Background: an optimization exercise with open tools, aiming at small area, a short achievable clock period and few clock cycles. Do not read the settings as production practice.
At most, simulation tests tie the RTL to the original design; equivalence was not proved.
No activity file was given, so power comes from the tool's default toggle rates.

== gamma ==
==> flow/design.v <==
module cic_core (
    input  wire sys_clk,
    input  wire block_rst,       
    input  wire dclk_in,         
    input  wire dio_in,          
    input  wire reset_held,      
    input  wire cancel,          
    output reg  dio_drive_low,   
    output reg  terminated,      
    output reg  busy             
);
    localparam [92:0] PRE_BITS =
        93'b111101000111001111110000100001001010001101011111010001110010000001011110010011100101111011000;
    localparam [3:0]
        ST_WAIT  = 4'd0,
        ST_TERM  = 4'd1,    
        ST_PRE   = 4'd2,    
        ST_DRAIN = 4'd3,    
        ST_CMD   = 4'd4,    
        ST_CPAD  = 4'd5,    
        ST_CWR   = 4'd6,    
        ST_VMARK = 4'd7,    
        ST_VRD   = 4'd8,    
        ST_VSYNC = 4'd9,    
        ST_VWR   = 4'd10,   
        ST_RACK  = 4'd11,   
        ST_DIE   = 4'd12;   
    reg  [3:0]   st;            
    reg  [6:0]   cnt;           
    reg          wait_act;      
    reg          cap_q;         
    reg          rbit;          
    reg          rst_q;         
    reg          cmd_hi;
    reg  [60:1]  mv;
    reg  [3:0]   p;             
    reg          eng_run;       
    reg          eng_wait;      
    reg          eng_v1;        
    reg          eng_v2;        
    reg          eng_v3;        
    reg  [1:0]   eng_rnd;
    reg  [3:0]   eng_x;         
    reg  [3:0]   eng_bs;        
    reg  [120:0] ring;
    reg  [6:0]   vw;
    reg          vpend;         
    reg          vfetch;        
    reg  [3:0]   va_a;          
    reg          va_carry;
    wire [3:0] m1  = mv[4:1],   m2  = mv[8:5],   m3  = mv[12:9],  m4  = mv[16:13];
    wire [3:0] m5  = mv[20:17], m6  = mv[24:21], m7  = mv[28:25], m8  = mv[32:29];
    wire [3:0] m9  = mv[36:33], m10 = mv[40:37], m11 = mv[44:41], m12 = mv[48:45];
    wire [3:0] m13 = mv[52:49], m14 = mv[56:53], m15 = mv[60:57];
    function [3:0] add4;
        input [3:0] a, b;
        input       ci;
        reg   [4:0] c;
        integer     i;
        begin
            c[0] = ci;
            for (i = 0; i < 4; i = i + 1) begin
                add4[i] = a[i] ^ b[i] ^ c[i];
                c[i+1]  = (a[i] & b[i]) | (c[i] & (a[i] ^ b[i]));
            end
        end
    endfunction
    function cout4;
        input [3:0] a, b;
        input       ci;
        reg   [4:0] c;
        integer     i;
        begin
            c[0] = ci;
            for (i = 0; i < 4; i = i + 1)
                c[i+1] = (a[i] & b[i]) | (c[i] & (a[i] ^ b[i]));
            cout4 = c[4];
        end
    endfunction
    wire [3:0] xe  = eng_x;
    wire [3:0] n1  = add4(m1, xe, 1'b1);
    wire [3:0] n2  = ~add4(n1, m2, 1'b1);
    wire [3:0] t3  = add4(m2, m3, 1'b1);
    wire       ca  = ~cout4(m2, m3, 1'b1);                  
    wire [3:0] n3b = add4(m2, {m3[2:0], 1'b1}, 1'b0);        
    wire [3:0] n3  = ca ? t3 : n3b;
    wire [3:0] n4a = add4(m3, m4, 1'b0);
    wire [3:0] n4  = ca ? n4a : add4(n3b, m4, 1'b0);
    wire [3:0] n5a = add4(n4a, m5, 1'b0);
    wire [3:0] n5b = add4({~m4[3], m4[2:0]}, m4[3] ? 4'd0 : m5, 1'b0);
    wire [3:0] n5  = ca ? n5a : n5b;
    wire [3:0] n6a = add4({~m5[3], m5[2:0]}, m5[3] ? 4'd0 : m6, 1'b0);
    wire [3:0] n6b = add4(m5, m6, 1'b1);
    wire [3:0] n6  = ca ? n6a : n6b;
    wire [3:0] bs  = ca ? m6 : n6b;                         
    wire [3:0] n7  = add4(eng_bs, m7, 1'b1);
    wire [3:0] n8  = add4(n7, m8, 1'b1);
    wire [3:0] n9  = add4(n8, m9, 1'b1);
    wire [3:0] n10 = add4(m9, m10, 1'b1);
    wire [3:0] n11 = add4(n10, m11, 1'b1);
    wire [3:0] n12 = add4(n11, m12, 1'b1);
    wire [3:0] n13 = add4(m12, m13, 1'b1);
    wire [3:0] n14 = add4(n13, m14, 1'b1);
    wire [3:0] n15 = add4(n14, m15, 1'b1);
    wire eng_busy = eng_run || eng_wait || eng_v1 || eng_v2 || eng_v3;
    wire eng_hold = eng_run || eng_wait || eng_v1 ||
                    (eng_v2 && p >= 4'd10) || (eng_v3 && p >= 4'd13);
    wire [3:0] nib  = {ring[2], ring[4], ring[6], ring[8]};
    wire [3:0] va_1 = {va_a[3] ^ ~nib[0], va_a[2:0]};
    wire [3:0] va_2 = {va_1[3] ^ (va_1[2] & ~va_1[1]), va_1[2] ^ ~va_1[1], va_1[1:0]};
    wire [3:0] va_3 = add4(va_2, nib, 1'b0);
    wire [3:0] va_5 = add4({va_3[2:0], 1'b0}, va_carry ? 4'd0 : 4'd7, 1'b0);
    wire [4:0] va_6 = {cout4(va_5, va_3, va_carry), add4(va_5, va_3, va_carry)};
    wire [3:0] va_7 = ~va_6[3:0];
    wire is_read = (st == ST_DRAIN) || (st == ST_CMD) || (st == ST_CPAD) ||
                   (st == ST_VRD);
    wire can_cap = !terminated && !rst_q && (st != ST_WAIT) && (st != ST_DIE) &&
                   !((st == ST_CWR) && eng_hold) && !vpend && !vfetch;
    reg [3:0] mp;
    always @(*) begin
        case (p)
            4'd1:  mp = m1;   4'd2:  mp = m2;   4'd3:  mp = m3;
            4'd4:  mp = m4;   4'd5:  mp = m5;   4'd6:  mp = m6;
            4'd7:  mp = m7;   4'd8:  mp = m8;   4'd9:  mp = m9;
            4'd10: mp = m10;  4'd11: mp = m11;  4'd12: mp = m12;
            4'd13: mp = m13;  4'd14: mp = m14;  default: mp = m15;
        endcase
    end
    reg wbit;
    always @(*) begin
        case (st)
            ST_PRE:   wbit = PRE_BITS[cnt];
            ST_CWR:   wbit = mp[0];
            ST_VMARK: wbit = ~cnt[0];                        
            ST_VWR:   wbit = va_a[3 - cnt[1:0]];              
            default:  wbit = 1'b0;                           
        endcase
    end
    wire drive0   = can_cap && !is_read && !wbit;            
    wire capture  = can_cap && !wait_act && !dclk_in;
    wire complete = wait_act && dclk_in;
    wire die_now  = complete && ((st == ST_DIE) ||
                    (cap_q && st == ST_CMD && cnt[0] && !cmd_hi && rbit));
    reg [3:0] st_a;
    reg [6:0] cnt_a;
    reg [3:0] p_a;
    always @(*) begin
        st_a  = st;
        cnt_a = cnt;
        p_a   = p;
        if (eng_v1)
            p_a = (n7 == 4'd0) ? 4'd1 : n7;
        if (cap_q) begin
            cnt_a = cnt + 7'd1;
            case (st)
                ST_PRE:   if (cnt == 7'd92) begin st_a = ST_DRAIN; cnt_a = 7'd0; end
                ST_DRAIN: if (cnt == 7'd7)  begin st_a = ST_CMD;   cnt_a = 7'd0; end
                ST_CMD: begin
                    if (cnt[0]) begin
                        cnt_a = 7'd0;
                        case ({cmd_hi, rbit})
                            2'b00:   st_a = ST_CPAD;
                            2'b01:   st_a = ST_DIE;
                            2'b10:   st_a = ST_VMARK;
                            default: st_a = ST_RACK;
                        endcase
                    end
                end
                ST_CPAD:  st_a = ST_CWR;
                ST_CWR: begin
                    p_a = p + 4'd1;
                    if (p == 4'hF) begin st_a = ST_CMD; cnt_a = 7'd0; end
                    else                 st_a = ST_CPAD;
                end
                ST_VMARK: if (cnt == 7'd7)   begin st_a = ST_VRD;   cnt_a = 7'd0; end
                ST_VRD:   if (cnt == 7'd119) begin st_a = ST_VSYNC; cnt_a = 7'd0; end
                ST_VSYNC: begin st_a = ST_VWR; cnt_a = 7'd0; end
                ST_VWR:   if (cnt == 7'd119) begin st_a = ST_CMD;   cnt_a = 7'd0; end
                ST_RACK:  begin st_a = ST_CMD; cnt_a = 7'd0; end
                default: ;
            endcase
        end
        if (st == ST_WAIT || rst_q) cnt_a = 7'd0;
    end
    wire kill       = block_rst || cancel;
    wire wait_act_d = !(kill || dclk_in) && (wait_act || can_cap);
    wire dd_d       = !(kill || dclk_in) && (wait_act ? dio_drive_low : drive0);
    wire term_d     = !block_rst && (terminated || cancel || die_now);
    wire [3:0] st_d = (rst_q || st == ST_WAIT) ? (reset_held ? ST_WAIT : ST_PRE) : st_a;
    wire eng_start = capture && (st == ST_CMD) && !cnt[0] && !dio_in;
    wire eng_end   = eng_run && (xe == 4'd0);                
    wire eng_rest   = eng_wait && eng_v3 && !eng_v2 && !eng_v1;   
    wire eng_run_d  = !rst_q && (eng_start || (eng_run && !eng_end) || eng_rest);
    wire eng_wait_d = !rst_q &&
                      ((eng_end && eng_rnd != 2'd2) || (eng_wait && !eng_rest));
    wire eng_v1_d   = !rst_q && eng_run;
    wire eng_v2_d   = !rst_q && eng_v1;
    wire eng_v3_d   = !rst_q && eng_v2;
    wire v_al    = &vw;
    wire v_rd    = cap_q && (st == ST_VRD);                  
    wire v_wr    = (v_rd && (v_al || cnt == 7'd0)) || (vpend && v_al);
    wire v_nx    = cap_q && ((st == ST_VSYNC) ||
                   (st == ST_VWR && cnt[1:0] == 2'd3 && cnt != 7'd119));
    wire v_ft    = (v_nx || vfetch) && v_al;                 
    wire vpend_d  = !rst_q && ((v_rd || vpend) && !v_wr);
    wire vfetch_d = !rst_q && ((v_nx || vfetch) && !v_ft);
    always @(posedge sys_clk) begin
        st            <= st_d;
        cnt           <= cnt_a;
        p             <= p_a;
        wait_act      <= wait_act_d;
        dio_drive_low <= dd_d;
        terminated    <= term_d;
        busy          <= ((st_a == ST_CWR) && (eng_run || eng_wait ||
                                                (eng_v1 && p_a >= 4'd10) || (eng_v2 && p >= 4'd13))) ||
                         ((v_rd || vpend) && !v_wr) || ((v_nx || vfetch) && !v_ft);
        cap_q         <= capture && !block_rst;
        rst_q         <= block_rst;
        eng_run       <= eng_run_d;
        eng_wait      <= eng_wait_d;
        eng_v1        <= eng_v1_d;
        eng_v2        <= eng_v2_d;
        eng_v3        <= eng_v3_d;
        if (capture)
            rbit <= dio_in;
        if (cap_q && st == ST_CMD && !cnt[0])
            cmd_hi <= rbit;
        if (!eng_busy) begin                       
            eng_x     <= m15;
            eng_rnd   <= 2'd0;
        end
        if (eng_rest)                              
            eng_x     <= n15;
        if (eng_run) begin
            eng_x     <= xe - 4'd1;
            eng_bs    <= bs;
            if (xe == 4'd0) eng_rnd <= eng_rnd + 2'd1;
        end
        if (eng_run)
            mv[4:1] <= n1;
        else if (cap_q && st == ST_DRAIN && cnt[2])
            mv[4:1] <= {mv[3:1], rbit};               
        if (rst_q)
            mv[24:5] <= 20'hB8F41;                    
        else if (eng_run)
            mv[24:5] <= {n6, n5, n4, n3, n2};
        if (rst_q)
            mv[36:25] <= 12'hC75;                     
        else if (eng_v1)
            mv[36:25] <= {n9, n8, n7};
        if (rst_q)
            mv[48:37] <= 12'h16D;                     
        else if (eng_v2)
            mv[48:37] <= {n12, n11, n10};
        if (rst_q)
            mv[60:49] <= 12'h89E;                     
        else if (eng_v3)
            mv[60:49] <= {n15, n14, n13};
        ring  <= {v_wr ? rbit : ring[0], ring[120:1]};
        vpend  <= vpend_d;
        vfetch <= vfetch_d;
        if (v_wr)
            vw <= 7'b0111111;                      
        else if (v_ft)
            vw <= 7'b0101010;                      
        else
            vw <= v_al ? 7'b0000001 : {vw[5:0], vw[6] ^ vw[5]};
        if (v_ft) begin
            va_a     <= va_7;
            va_carry <= va_6[4];
        end else if (cap_q && st == ST_CMD) begin
            va_a     <= 4'd5;
            va_carry <= 1'b1;
        end
    end
endmodule
clock: 15.0 ns
lec_check: 0
cap_margin: 20
core_margin: 2
core_utilization: 40
slew_margin: 20
standard.sh (not shown) runs the stock make flow with config.mk's settings and CLKGATE_MAP_FILE= SYNTH_SCRIPT=/design/flow/synth_recipe.tcl, a recipe that flattens the netlist after the stock synthesis.
==> flow/flow/run.sh <==
#!/bin/bash
# Standard layout, with repair_timing aiming for setup slack 11 ns (a
# tighter achieved period) instead of 0.
set -euo pipefail
bash standard.sh SETUP_SLACK_MARGIN=11 CTS_CLUSTER_SIZE=30 CTS_CLUSTER_DIAMETER=60 CORE_UTILIZATION=55 finish > run_standard.log 2>&1
Testbench counts of gamma, summed over its fixed seeds: cycles 72,031.
diff inputs: gamma => alpha
-- flow/design.v --
<<< gamma, line 44
    reg  [3:0]   eng_bs;        
    reg  [120:0] ring;
    reg  [6:0]   vw;
    reg          vpend;         
    reg          vfetch;        
    reg  [3:0]   va_a;          
    reg          va_carry;
    wire [3:0] m1  = mv[4:1],   m2  = mv[8:5],   m3  = mv[12:9],  m4  = mv[16:13];
>>> alpha, line 44
    reg  [3:0]   eng_bs;        
    reg  [120:0] ring;
    reg  [6:0]   vw;            
    reg          vpend;         
    reg          vfetch;        
    reg  [3:0]   onib;          
    reg  [3:0]   va_a;
    reg          va_carry;
    wire [3:0] m1  = mv[4:1],   m2  = mv[8:5],   m3  = mv[12:9],  m4  = mv[16:13];
<<< gamma, line 133
            ST_CWR:   wbit = mp[0];
            ST_VMARK: wbit = ~cnt[0];                        
            ST_VWR:   wbit = va_a[3 - cnt[1:0]];              
            default:  wbit = 1'b0;                           
        endcase
>>> alpha, line 134
            ST_CWR:   wbit = mp[0];
            ST_VMARK: wbit = ~cnt[0];                        
            ST_VWR:   wbit = onib[3 - cnt[1:0]];
            default:  wbit = 1'b0;                           
        endcase
<<< gamma, line 191
    wire eng_end   = eng_run && (xe == 4'd0);                
    wire eng_rest   = eng_wait && eng_v3 && !eng_v2 && !eng_v1;   
    wire eng_run_d  = !rst_q && (eng_start || (eng_run && !eng_end) || eng_rest);
    wire eng_wait_d = !rst_q &&
                      ((eng_end && eng_rnd != 2'd2) || (eng_wait && !eng_rest));
    wire eng_v1_d   = !rst_q && eng_run;
    wire eng_v2_d   = !rst_q && eng_v1;
    wire eng_v3_d   = !rst_q && eng_v2;
    wire v_al    = &vw;
    wire v_rd    = cap_q && (st == ST_VRD);                  
    wire v_wr    = (v_rd && (v_al || cnt == 7'd0)) || (vpend && v_al);
>>> alpha, line 192
    wire eng_end   = eng_run && (xe == 4'd0);                
    wire eng_rest   = eng_wait && eng_v3 && !eng_v2 && !eng_v1;   
    wire eng_run_d  = !block_rst && (eng_start || (eng_run && !eng_end) || eng_rest);
    wire eng_wait_d = !block_rst && !eng_start &&
                      ((eng_end && eng_rnd != 2'd2) || (eng_wait && !eng_rest));
    wire eng_v1_d   = !block_rst && eng_run;
    wire eng_v2_d   = !block_rst && eng_v1;
    wire eng_v3_d   = !block_rst && eng_v2;
    wire v_al    = (vw == 7'd0);
    wire v_rd    = cap_q && (st == ST_VRD);                  
    wire v_wr    = (v_rd && (v_al || cnt == 7'd0)) || (vpend && v_al);
<<< gamma, line 203
                   (st == ST_VWR && cnt[1:0] == 2'd3 && cnt != 7'd119));
    wire v_ft    = (v_nx || vfetch) && v_al;                 
    wire vpend_d  = !rst_q && ((v_rd || vpend) && !v_wr);
    wire vfetch_d = !rst_q && ((v_nx || vfetch) && !v_ft);
    always @(posedge sys_clk) begin
        st            <= st_d;
>>> alpha, line 204
                   (st == ST_VWR && cnt[1:0] == 2'd3 && cnt != 7'd119));
    wire v_ft    = (v_nx || vfetch) && v_al;                 
    wire vpend_d  = !block_rst && ((v_rd || vpend) && !v_wr);
    wire vfetch_d = !block_rst && ((v_nx || vfetch) && !v_ft);
    always @(posedge sys_clk) begin
        st            <= st_d;
<<< gamma, line 261
        vfetch <= vfetch_d;
        if (v_wr)
            vw <= 7'b0111111;                      
        else if (v_ft)
            vw <= 7'b0101010;                      
        else
            vw <= v_al ? 7'b0000001 : {vw[5:0], vw[6] ^ vw[5]};
        if (v_ft) begin
            va_a     <= va_7;
            va_carry <= va_6[4];
>>> alpha, line 262
        vfetch <= vfetch_d;
        if (v_wr)
            vw <= 7'd1;
        else if (v_ft)
            vw <= 7'd7;
        else
            vw <= v_al ? 7'd120 : vw - 7'd1;
        if (v_ft) begin
            onib     <= va_7;
            va_a     <= va_7;
            va_carry <= va_6[4];
### Flow results
alpha has number of sinks on the clock net above what gamma had.
Met2 wirelength from detailed routing, gamma and alpha: larger value in gamma
gamma -> alpha: routed metal-1 wire length increased by more than 10%
When alpha is measured against gamma, its sequential cell count turns out 1.7% higher.
Sequential share of layout area: gamma and alpha compared, lower one is gamma
Looking only at proportion of synthesized chip area in sequential cells, and setting everything else aside, the higher value of gamma and alpha goes to alpha.
Diff gamma -> alpha: utilization after layout now sits lower; area occupied by registers now sits higher; aggregate routed wire length now sits higher; number of buffers created by CTS now sits higher; first-pass GRT wire length now sits higher.
Comparing gamma and alpha, the higher overall power consumption is on alpha.
Only the layout flow was run in alpha; the RTL was not checked for function there.

[re-timing with driven ports]
Ports are ideal in the flow. The routed layouts listed here were re-timed in OpenROAD. Step 1 (the two cells are an assumption about what drives the block):
set clk [get_ports {sys_clk}]
set_driving_cell -lib_cell sky130_fd_sc_hd__clkbuf_16 $clk
set_driving_cell -lib_cell sky130_fd_sc_hd__buf_2 [delete_from_list [all_inputs] $clk]
Step 2, shift: input delay + t, output delay - t, t = (earliest + latest rising clock arrival at the registers) / 2. This alone moves slack from input paths to output paths. a / b / c = ideal / step 1 / step 2; a / b = the first two.
run | t (ns) | setup slack, ns | latest minus earliest clock arrival (ns) | worst data-port slew with drivers (ns)
gamma | 0.532 | 11.047 / 11.005 / 10.591 | 0.025 / 0.025 | 0.04
alpha | 0.545 | 11.073 / 11.027 / 10.601 | 0.046 / 0.046 | 0.03
After both steps every run listed still meets setup and hold. The setup slack of alpha, which loses most, moves by -0.046 ns with the drivers and by -0.472 ns with both steps.
